From an optimization exercise on the open Yosys and OpenROAD flow, aimed at small area; shortcuts taken in it are not production practice.
In this exercise RTL edits were held to simulation tests only and were not proved equivalent to the original.
No activity file was given, so power comes from the tool's default toggle rates.

===== flow/design.v =====
module hmmm_core (
    input  wire        clk,
    input  wire        rst,           
    input  wire [8:0]  code_size,     
    output wire        imem_req,
    output wire [7:0]  imem_addr,
    input  wire        imem_ready,
    input  wire [15:0] imem_rdata,
    output wire        dmem_req,
    output wire        dmem_we,
    output wire [7:0]  dmem_addr,
    output wire [15:0] dmem_wdata,
    input  wire        dmem_ready,
    input  wire [15:0] dmem_rdata,
    output wire        in_req,
    input  wire        in_valid,
    input  wire        in_abort,
    input  wire [15:0] in_data,
    output wire        out_valid,
    output wire [15:0] out_data,
    output wire [1:0]  status,        
    output wire [2:0]  cause,         
    output wire [7:0]  lpc,           
    input  wire [3:0]  dbg_addr,
    output wire [15:0] dbg_data
);
    localparam [1:0] ST_RUN = 2'd0, ST_HALT = 2'd1, ST_FAIL = 2'd2, ST_ABORT = 2'd3;
    localparam [2:0] C_NONE   = 3'd0,
                     C_PC     = 3'd1,
                     C_INVAL  = 3'd2,
                     C_LOAD   = 3'd3,
                     C_STORE  = 3'd4,
                     C_JUMP   = 3'd5,
                     C_OVF    = 3'd6,
                     C_DIVZ   = 3'd7;
    localparam [2:0] S_FETCH = 3'd0,    
                     S_FWAIT = 3'd1,    
                     S_EXEC  = 3'd2,    
                     S_MEM   = 3'd3,    
                     S_MWAIT = 3'd4,    
                     S_DIV   = 3'd5,    
                     S_READ  = 3'd6,    
                     S_DONE  = 3'd7;
    reg [2:0]  state;
    reg [1:0]  run_status;
    reg [2:0]  fault_cause;
    reg [8:0]  pc;             
    reg [7:0]  lpc_r;
    reg [15:0] ir;
    reg [15:0] regs [1:15];
    reg        mem_we;
    reg [7:0]  mem_addr;
    reg [15:0] mem_wdata;
    reg [4:0]  div_cnt;
    reg [15:0] div_quo;        
    reg [16:0] div_rem;
    reg [15:0] div_den;        
    reg        div_neg_a;
    reg        div_neg_b;
    reg        div_is_mod;
    wire [3:0] op = ir[15:12];
    wire [3:0] rx = ir[11:8];
    wire [3:0] ry = ir[7:4];
    wire [3:0] rz = ir[3:0];
    wire [7:0] imm8 = ir[7:0];
    wire [15:0] vx = (rx == 4'd0) ? 16'd0 : regs[rx];
    wire [15:0] vy = (ry == 4'd0) ? 16'd0 : regs[ry];
    wire [15:0] vz = (rz == 4'd0) ? 16'd0 : regs[rz];
    wire signed [16:0] simm = {{9{imm8[7]}}, imm8};
    wire is_halt   = (ir == 16'h0000);
    wire is_read   = (op == 4'h0) && (ir[7:0] == 8'h01);
    wire is_write  = (op == 4'h0) && (ir[7:0] == 8'h02);
    wire is_jumpi  = (op == 4'h0) && (ir[7:0] == 8'h03);
    wire is_loadn  = (op == 4'h1);
    wire is_load   = (op == 4'h2);
    wire is_store  = (op == 4'h3);
    wire is_loadi  = (op == 4'h4) && (ir[3:0] == 4'h0);
    wire is_storei = (op == 4'h4) && (ir[3:0] == 4'h1);
    wire is_addn   = (op == 4'h5);
    wire is_add    = (op == 4'h6);       
    wire is_sub    = (op == 4'h7);       
    wire is_mul    = (op == 4'h8);
    wire is_div    = (op == 4'h9);
    wire is_mod    = (op == 4'hA);
    wire is_call   = (op == 4'hB);       
    wire is_jcc    = (op >= 4'hC);
    wire signed [16:0] sx = {vx[15], vx};
    wire signed [16:0] sy = {vy[15], vy};
    wire signed [16:0] sz = {vz[15], vz};
    wire signed [16:0] addn_res = sx + simm;
    wire signed [16:0] add_res  = sy + sz;
    wire signed [16:0] sub_res  = sy - sz;
    wire signed [31:0] mul_res  = $signed(vy) * $signed(vz);
    wire addn_ovf = addn_res[16] != addn_res[15];
    wire add_ovf  = add_res[16]  != add_res[15];
    wire sub_ovf  = sub_res[16]  != sub_res[15];
    wire mul_ovf  = (mul_res[31:15] != {17{1'b0}}) && (mul_res[31:15] != {17{1'b1}});
    wire        imm_in_code  = ({1'b0, imm8} < code_size);
    wire        imm_in_data  = ({1'b0, imm8} >= code_size);
    wire        vx_in_code   = (vx[15:8] == 8'd0) && ({1'b0, vx[7:0]} < code_size);
    wire        vy_in_data   = (vy[15:8] == 8'd0) && ({1'b0, vy[7:0]} >= code_size);
    wire        vx_zero = (vx == 16'd0);
    wire        jcc_taken = (op == 4'hC) ? vx_zero :
                            (op == 4'hD) ? !vx_zero :
                            (op == 4'hE) ? (!vx[15] && !vx_zero) :
                                           vx[15];
    wire [15:0] mag_y = vy[15] ? (~vy + 16'd1) : vy;
    wire [15:0] mag_z = vz[15] ? (~vz + 16'd1) : vz;
    wire [16:0] div_trial = {div_rem[15:0], div_quo[15]} - {1'b0, div_den};
    wire        q_neg      = div_neg_a ^ div_neg_b;
    wire signed [17:0] q_trunc = q_neg ? -$signed({2'b00, div_quo}) : $signed({2'b00, div_quo});
    wire signed [17:0] r_trunc = div_neg_a ? -$signed({1'b0, div_rem}) : $signed({1'b0, div_rem});
    wire        r_nonzero  = (div_rem != 17'd0);
    wire        adjust     = r_nonzero && q_neg;
    wire signed [17:0] b_s     = div_neg_b ? -$signed({2'b00, div_den}) : $signed({2'b00, div_den});
    wire signed [17:0] q_floor = adjust ? q_trunc - 18'sd1 : q_trunc;
    wire signed [17:0] r_floor = adjust ? r_trunc + b_s : r_trunc;
    wire        q_ovf      = (q_floor > 18'sd32767);
    assign imem_req   = (state == S_FETCH) && (pc < code_size);
    assign imem_addr  = pc[7:0];
    assign dmem_req   = (state == S_MEM);
    assign dmem_we    = mem_we;
    assign dmem_addr  = mem_addr;
    assign dmem_wdata = mem_wdata;
    assign in_req     = (state == S_READ);
    assign out_valid  = (state == S_EXEC) && is_write;
    assign out_data   = vx;
    assign status     = run_status;
    assign cause      = fault_cause;
    assign lpc        = lpc_r;
    assign dbg_data   = (dbg_addr == 4'd0) ? 16'd0 : regs[dbg_addr];
    integer i;
    always @(posedge clk) begin
        if (rst) begin
            state       <= S_FETCH;
            run_status  <= ST_RUN;
            fault_cause <= C_NONE;
            pc          <= 9'd0;
            lpc_r       <= 8'd0;
            ir          <= 16'd0;
            mem_we      <= 1'b0;
            mem_addr    <= 8'd0;
            mem_wdata   <= 16'd0;
            div_cnt     <= 5'd0;
            div_quo     <= 16'd0;
            div_rem     <= 17'd0;
            div_den     <= 16'd0;
            div_neg_a   <= 1'b0;
            div_neg_b   <= 1'b0;
            div_is_mod  <= 1'b0;
            for (i = 1; i < 16; i = i + 1)
                regs[i] <= 16'd0;
        end else begin
            case (state)
            S_FETCH: begin
                if (pc >= code_size)
                    begin state <= S_DONE; run_status <= ST_FAIL; fault_cause <= C_PC; end
                else if (imem_ready)
                    state <= S_FWAIT;
            end
            S_FWAIT: begin
                ir    <= imem_rdata;
                lpc_r <= pc[7:0];
                pc    <= pc + 9'd1;
                state <= S_EXEC;
            end
            S_EXEC: begin
                state <= S_FETCH;
                if (is_halt) begin
                    state      <= S_DONE;
                    run_status <= ST_HALT;
                end else if (is_read) begin
                    state <= S_READ;
                end else if (is_write) begin
                end else if (is_jumpi) begin
                    if (!vx_in_code) begin state <= S_DONE; run_status <= ST_FAIL; fault_cause <= C_JUMP; end
                    else pc <= {1'b0, vx[7:0]};
                end else if (is_loadn) begin
                    if (rx != 4'd0) regs[rx] <= simm[15:0];
                end else if (is_load || is_store) begin
                    if (!imm_in_data) begin
                        begin state <= S_DONE; run_status <= ST_FAIL; fault_cause <= is_load ? C_LOAD : C_STORE; end
                    end else begin
                        mem_we    <= is_store;
                        mem_addr  <= imm8;
                        mem_wdata <= vx;
                        state     <= S_MEM;
                    end
                end else if (is_loadi || is_storei) begin
                    if (!vy_in_data) begin
                        begin state <= S_DONE; run_status <= ST_FAIL; fault_cause <= is_loadi ? C_LOAD : C_STORE; end
                    end else begin
                        mem_we    <= is_storei;
                        mem_addr  <= vy[7:0];
                        mem_wdata <= vx;
                        state     <= S_MEM;
                    end
                end else if (is_addn) begin
                    if (addn_ovf) begin state <= S_DONE; run_status <= ST_FAIL; fault_cause <= C_OVF; end
                    else if (rx != 4'd0) regs[rx] <= addn_res[15:0];
                end else if (is_add) begin
                    if (add_ovf) begin state <= S_DONE; run_status <= ST_FAIL; fault_cause <= C_OVF; end
                    else if (rx != 4'd0) regs[rx] <= add_res[15:0];
                end else if (is_sub) begin
                    if (sub_ovf) begin state <= S_DONE; run_status <= ST_FAIL; fault_cause <= C_OVF; end
                    else if (rx != 4'd0) regs[rx] <= sub_res[15:0];
                end else if (is_mul) begin
                    if (mul_ovf) begin state <= S_DONE; run_status <= ST_FAIL; fault_cause <= C_OVF; end
                    else if (rx != 4'd0) regs[rx] <= mul_res[15:0];
                end else if (is_div || is_mod) begin
                    if (vz == 16'd0) begin
                        begin state <= S_DONE; run_status <= ST_FAIL; fault_cause <= C_DIVZ; end
                    end else begin
                        div_quo    <= mag_y;
                        div_rem    <= 17'd0;
                        div_den    <= mag_z;
                        div_neg_a  <= vy[15];
                        div_neg_b  <= vz[15];
                        div_is_mod <= is_mod;
                        div_cnt    <= 5'd0;
                        state      <= S_DIV;
                    end
                end else if (is_call) begin
                    if (!imm_in_code) begin
                        begin state <= S_DONE; run_status <= ST_FAIL; fault_cause <= C_JUMP; end
                    end else begin
                        if (rx != 4'd0) regs[rx] <= {7'd0, pc};
                        pc <= {1'b0, imm8};
                    end
                end else if (is_jcc) begin
                    if (!imm_in_code) begin state <= S_DONE; run_status <= ST_FAIL; fault_cause <= C_JUMP; end
                    else if (jcc_taken) pc <= {1'b0, imm8};
                end else begin
                    begin state <= S_DONE; run_status <= ST_FAIL; fault_cause <= C_INVAL; end
                end
            end
            S_MEM: begin
                if (dmem_ready) begin
                    if (mem_we) state <= S_FETCH;
                    else        state <= S_MWAIT;
                end
            end
            S_MWAIT: begin
                if (rx != 4'd0) regs[rx] <= dmem_rdata;
                state <= S_FETCH;
            end
            S_DIV: begin
                if (div_cnt == 5'd16) begin
                    if (div_is_mod) begin
                        if (rx != 4'd0) regs[rx] <= r_floor[15:0];
                        state <= S_FETCH;
                    end else if (q_ovf) begin
                        begin state <= S_DONE; run_status <= ST_FAIL; fault_cause <= C_OVF; end
                    end else begin
                        if (rx != 4'd0) regs[rx] <= q_floor[15:0];
                        state <= S_FETCH;
                    end
                end else begin
                    if (!div_trial[16]) begin
                        div_rem <= div_trial;
                        div_quo <= {div_quo[14:0], 1'b1};
                    end else begin
                        div_rem <= {div_rem[15:0], div_quo[15]};
                        div_quo <= {div_quo[14:0], 1'b0};
                    end
                    div_cnt <= div_cnt + 5'd1;
                end
            end
            S_READ: begin
                if (in_valid) begin
                    if (in_abort) begin
                        state      <= S_DONE;
                        run_status <= ST_ABORT;
                    end else begin
                        if (rx != 4'd0) regs[rx] <= in_data;
                        state <= S_FETCH;
                    end
                end
            end
            default: ;  
            endcase
        end
    end
endmodule

===== flow/constraint.sdc =====
create_clock -name core_clock -period 11.0 [get_ports {clk}]
set_input_delay 2.2000 -clock core_clock [delete_from_list [all_inputs] [get_ports {clk}]]
set_output_delay 2.2000 -clock core_clock [all_outputs]
set_load 0.01 [all_outputs]

===== flow/run.sh =====
#!/bin/bash
# synth_recipe.tcl (not shown) runs the flow's synth.tcl, then flattens the netlist and writes it again
# the make line also repeats each setting of config.mk as NAME=value (left out here)
make -C /OpenROAD-flow-scripts/flow DESIGN_CONFIG=/design/flow/config.mk WORK_HOME=/design/flow/orfs CLKGATE_MAP_FILE= SYNTH_SCRIPT=/design/flow/synth_recipe.tcl finish

===== flow/config.mk =====
export PLATFORM = sky130hd
export DESIGN_NAME = hmmm_core
export DESIGN_NICKNAME = hmmm_core
export VERILOG_FILES = /design/flow/design.v
export SDC_FILE = /design/flow/constraint.sdc
export NUM_CORES = 4
export LEC_CHECK = 0
export CAP_MARGIN = 20
export CORE_MARGIN = 2
export CORE_UTILIZATION = 40
export PLACE_DENSITY = 0.6
export SLEW_MARGIN = 20

==> run notes <==
per-stage QoR:
| step | setup slack (ns) | hold WS (ns) |
|---|---|---|
| 2_1_floorplan | 0.6201 | 0.4570 |
| 5_1_grt | 0.02675 | 0.4882 |
| 4_1_cts | 0.4436 | 0.4643 |
| 3_5_place_dp | 0.4426 | 0.4543 |
| 3_3_place_gp | 0.5940 | 0.4431 |
| 6_report | 0.4320 | 0.4629 |
cell type report:
cell class	count	share of cell area
clock inverters	28	0.006755
clock buffers	54	0.02592
repair buffers	343	0.07047
well taps	1368	0.03667
inverters	427	0.03445
flip-flops and latches	391	0.2231
multi-input cells	3120	0.6026
cell usage after synthesis, types with 10 or more instances:
cell type / number / area (um2)
dfxtp_1: 135 / 2703
inv_1: 414 / 1554
nand4_1: 22 / 137.6
a21oi_1: 207 / 1036
buf_2: 44 / 220.2
mux2i_1: 49 / 490.5
buf_4: 21 / 157.7
nand2_1: 310 / 1164
nor2_1: 646 / 2425
or4_1: 13 / 97.59
o21ai_0: 139 / 695.7
clkbuf_1: 167 / 626.9
nand2b_1: 39 / 244.0
o211ai_1: 23 / 172.7
o22ai_1: 17 / 106.4
or3_1: 11 / 68.82
o21a_1: 20 / 150.1
xor2_1: 49 / 429.2
a21o_1: 39 / 292.8
edfxtp_1: 256 / 7687
a2111oi_0: 14 / 122.6
a221oi_1: 12 / 105.1
mux2_2: 10 / 112.6
fa_1: 267 / 5345
buf_6: 17 / 191.4
mux4_2: 304 / 6847
a211oi_1: 54 / 405.4
xnor2_1: 107 / 937.2
o31ai_1: 18 / 135.1
nor4_1: 31 / 193.9
o41ai_1: 12 / 105.1
a31o_2: 11 / 96.34
and3_1: 23 / 143.9
nand3_1: 45 / 225.2
or2_2: 12 / 75.07
ha_1: 203 / 2540
a31oi_1: 21 / 131.4
nor2b_1: 62 / 387.9
nor3b_1: 10 / 75.07
nor3_1: 95 / 475.5
a22oi_1: 20 / 150.1
buf_1: 25 / 93.84
and2_1: 13 / 81.33
state kept, by name (all words and copies together) (netlist names), 5 cells and up, named ones only:
register,cells
div_cnt,5
div_quo,16
div_den,16
regs,256
lpc_r,8
mem_addr,8
pc,9
mem_wdata,16
ir,16
div_rem,17
final timing paths:
path                                       startpoint                   endpoint  slack (ns)  depth (start not counted)
worst max register to register              flip-flop  regs[13][9]$_SDFFCE_PN0P_        0.43                         33
worst min register to register  lpc_r[5]$_SDFFE_PP0P_      lpc_r[5]$_SDFFE_PP0P_        0.46                          2
worst max-delay path                        flip-flop  regs[13][9]$_SDFFCE_PN0P_        0.43                         33
worst min-delay path            lpc_r[5]$_SDFFE_PP0P_      lpc_r[5]$_SDFFE_PP0P_        0.46                          2
per-layer routing:
layer  GRT usage  part of all wire  vias up  wire (um)
met1      0.4011              0.39    17712      61950
li1            -                 -    15247          -
met4      0.1267             0.050        0       7926
met3     0.06622              0.11      395      17750
met2      0.4724              0.45     2262      71800
met5           0                 0        -          0
placed cells by master (no fill, tap or decap), drive strengths merged, types with 54 or more instances in the layout:
cell,count
a211oi,55
a21oi,207
buf,198
clkbuf,54
clkdlybuf4s50,145
dfxtp,135
edfxtp,256
fa,267
ha,203
inv,421
mux4,313
nand2,313
nor2,654
nor2b,62
nor3,98
o21ai,141
xnor2,108
worst max-delay path, delay by kind of cell (launching register included):
| family | cells | cell delay [ns] |
|---|---|---|
| adder cells (fa/ha/maj) | 8 | 3.63 |
| multiplexers | 2 | 1.17 |
| AO/OA/AOI/OAI | 7 | 1.86 |
| buffers and inverters | 10 | 1.73 |
| AND/OR/NAND/NOR | 6 | 1.46 |
| flip-flops | 1 | 0.46 |
where the power goes:
group	internal (mW)	switching [mW]
clock	0.872	0.697
sequential	1.68	0.208
combinational	2.28	3.89
total	4.83	4.80
cell families (layout without fill, tap and decap cells):
kind of cell / after synthesis / after routing / synth area share
and+or+nand+nor: 1383 / 1383 / 0.1514
xor gates and xnor gates: 157 / 157 / 0.03349
buffers and inverters: 703 / 852 / 0.07071
AOI/OAI and AO/OA: 722 / 722 / 0.1156
other: 1 / 16 / 0.00009084
DFF: 391 / 391 / 0.2517
muxes: 372 / 372 / 0.1861
adders and majority gates: 470 / 470 / 0.1910
==> results.cfg <==
[sta]
rsz0062_at_grt = false
finalCritPeriodShare = 0.9607
setup_tns_ns = 0
finalHoldViolCount = 0
fmax_mhz = 94.62
fin_worst_skew_ns = 0.05665
worst_pin_slew_ns = 1.189
layout_min_cycle_time_ns = 10.57
finalMaxSlewViolations = 0
finalSetupViolCount = 0
slew_headroom = 0.2071

[cts]
clkSlewWorstSetupHoldPaths_ns = 0.07
clock_sinks = 391
cts_resized = 0
cts_root_buffer = clkbuf_16
clk_path_buf_depth = 3
cts_hold_buf = 0
cts_tree = yes
clk_latency_ns = 0.64
cts-htree-levels = 2
numCtsBuffers = 44
cts_setup_buffers = 0

[floorplan]
dieWidth_um = 325.3
die_area_mm2 = 0.1058
die_y_um = 325.3
num_rows = 117
start_util = 0.4046
core_mm2 = 0.1020
ios = 149

[yosys]
synth-seq-cells = 391
synthFlopType = edfxtp_1
synth_edf_count = 256
ys_types = 108
yosysWarnings = 1
synth_area_mm2 = 0.04128
postSynth.asyncResetShare = 0
avgSynthCellArea_um2 = 9.831
syn_inst = 4199
ys_seq_area_frac = 0.2517

[pwr]
power.total_mw = 9.629
irDropWorstVdd_uv = 135.1
pwr_density_cell_mw_per_mm2 = 206.3
power_leakage_nw = 17.24

[setup_path]
crit_type = reg2reg
end_kind = flip-flop
worstPathArrival_ns = 10.95
path_common_cell = fa_1
max_stage_delay_ns = 0.62
slowest_stage = mux4_2
worstSetupStartpointType = flip-flop
crit_path_max_fanout = 21
cp.required_ns = 11.38

[routing]
drt_wl_total_um = 159400
viasPerCell = 6.215
drt-pass1-iter-count = 6
wire_per_inst_um = 27.82
vias = 35616
drtIter0Drc = 4390
drc = 0
ant_nets = 0

[cells_and_area]
drive_gt1_frac = 0.1577
fill_cells = 9813
instances_no_fill = 5731
final_cell_area_mm2 = 0.04668
insertedDiodeCount = 0
seq_area_mm2 = 0.01042
finish.utilization = 0.4575
fin_nets = 4864
multi_input_area_mm2 = 0.02813
area_growth_pct = 13.07

[run]
max_cap_viol_count = 0

[grt]
grt_pass1_vias = 35146
grt_max_degree = 73
grt_antenna_before_repair = 3
overflow = 0
grt_use_total = 0.3006
grt_pass1_wl_um = 237400

[placement]
placed_area_mm2 = 0.04512
io_buffers = 148
dp_cells = 5649
hpwl_um = 122000
place.gp.congestion = 1.005

[min_path]
min_path_type = reg2reg

[run_status]
status = timing/DRC/antenna clean

## static timing again, ports no longer ideal
The flow's constraints put no driver on any port. The routed layout listed below was extracted and timed again, unchanged, in two steps. Step 1 assumes that a clkbuf_16 drives the clock port and a buf_2 every other input. Step 2, shift: input delay + t, output delay - t, t = (earliest + latest rising clock arrival at the registers) / 2. This alone moves slack from input paths to output paths. Three values: no drivers, after step 1, after step 2; two values: the first two.
shift t [ns]: 0.684
setup WS [ns]: 0.432 / 0.432 / 0.432
worst data-port slew with drivers (ns): 0.06
After both steps this run still meets setup and hold. For this run, drivers alone change the setup slack by 0.000 ns; drivers and shift together by 0.000 ns.
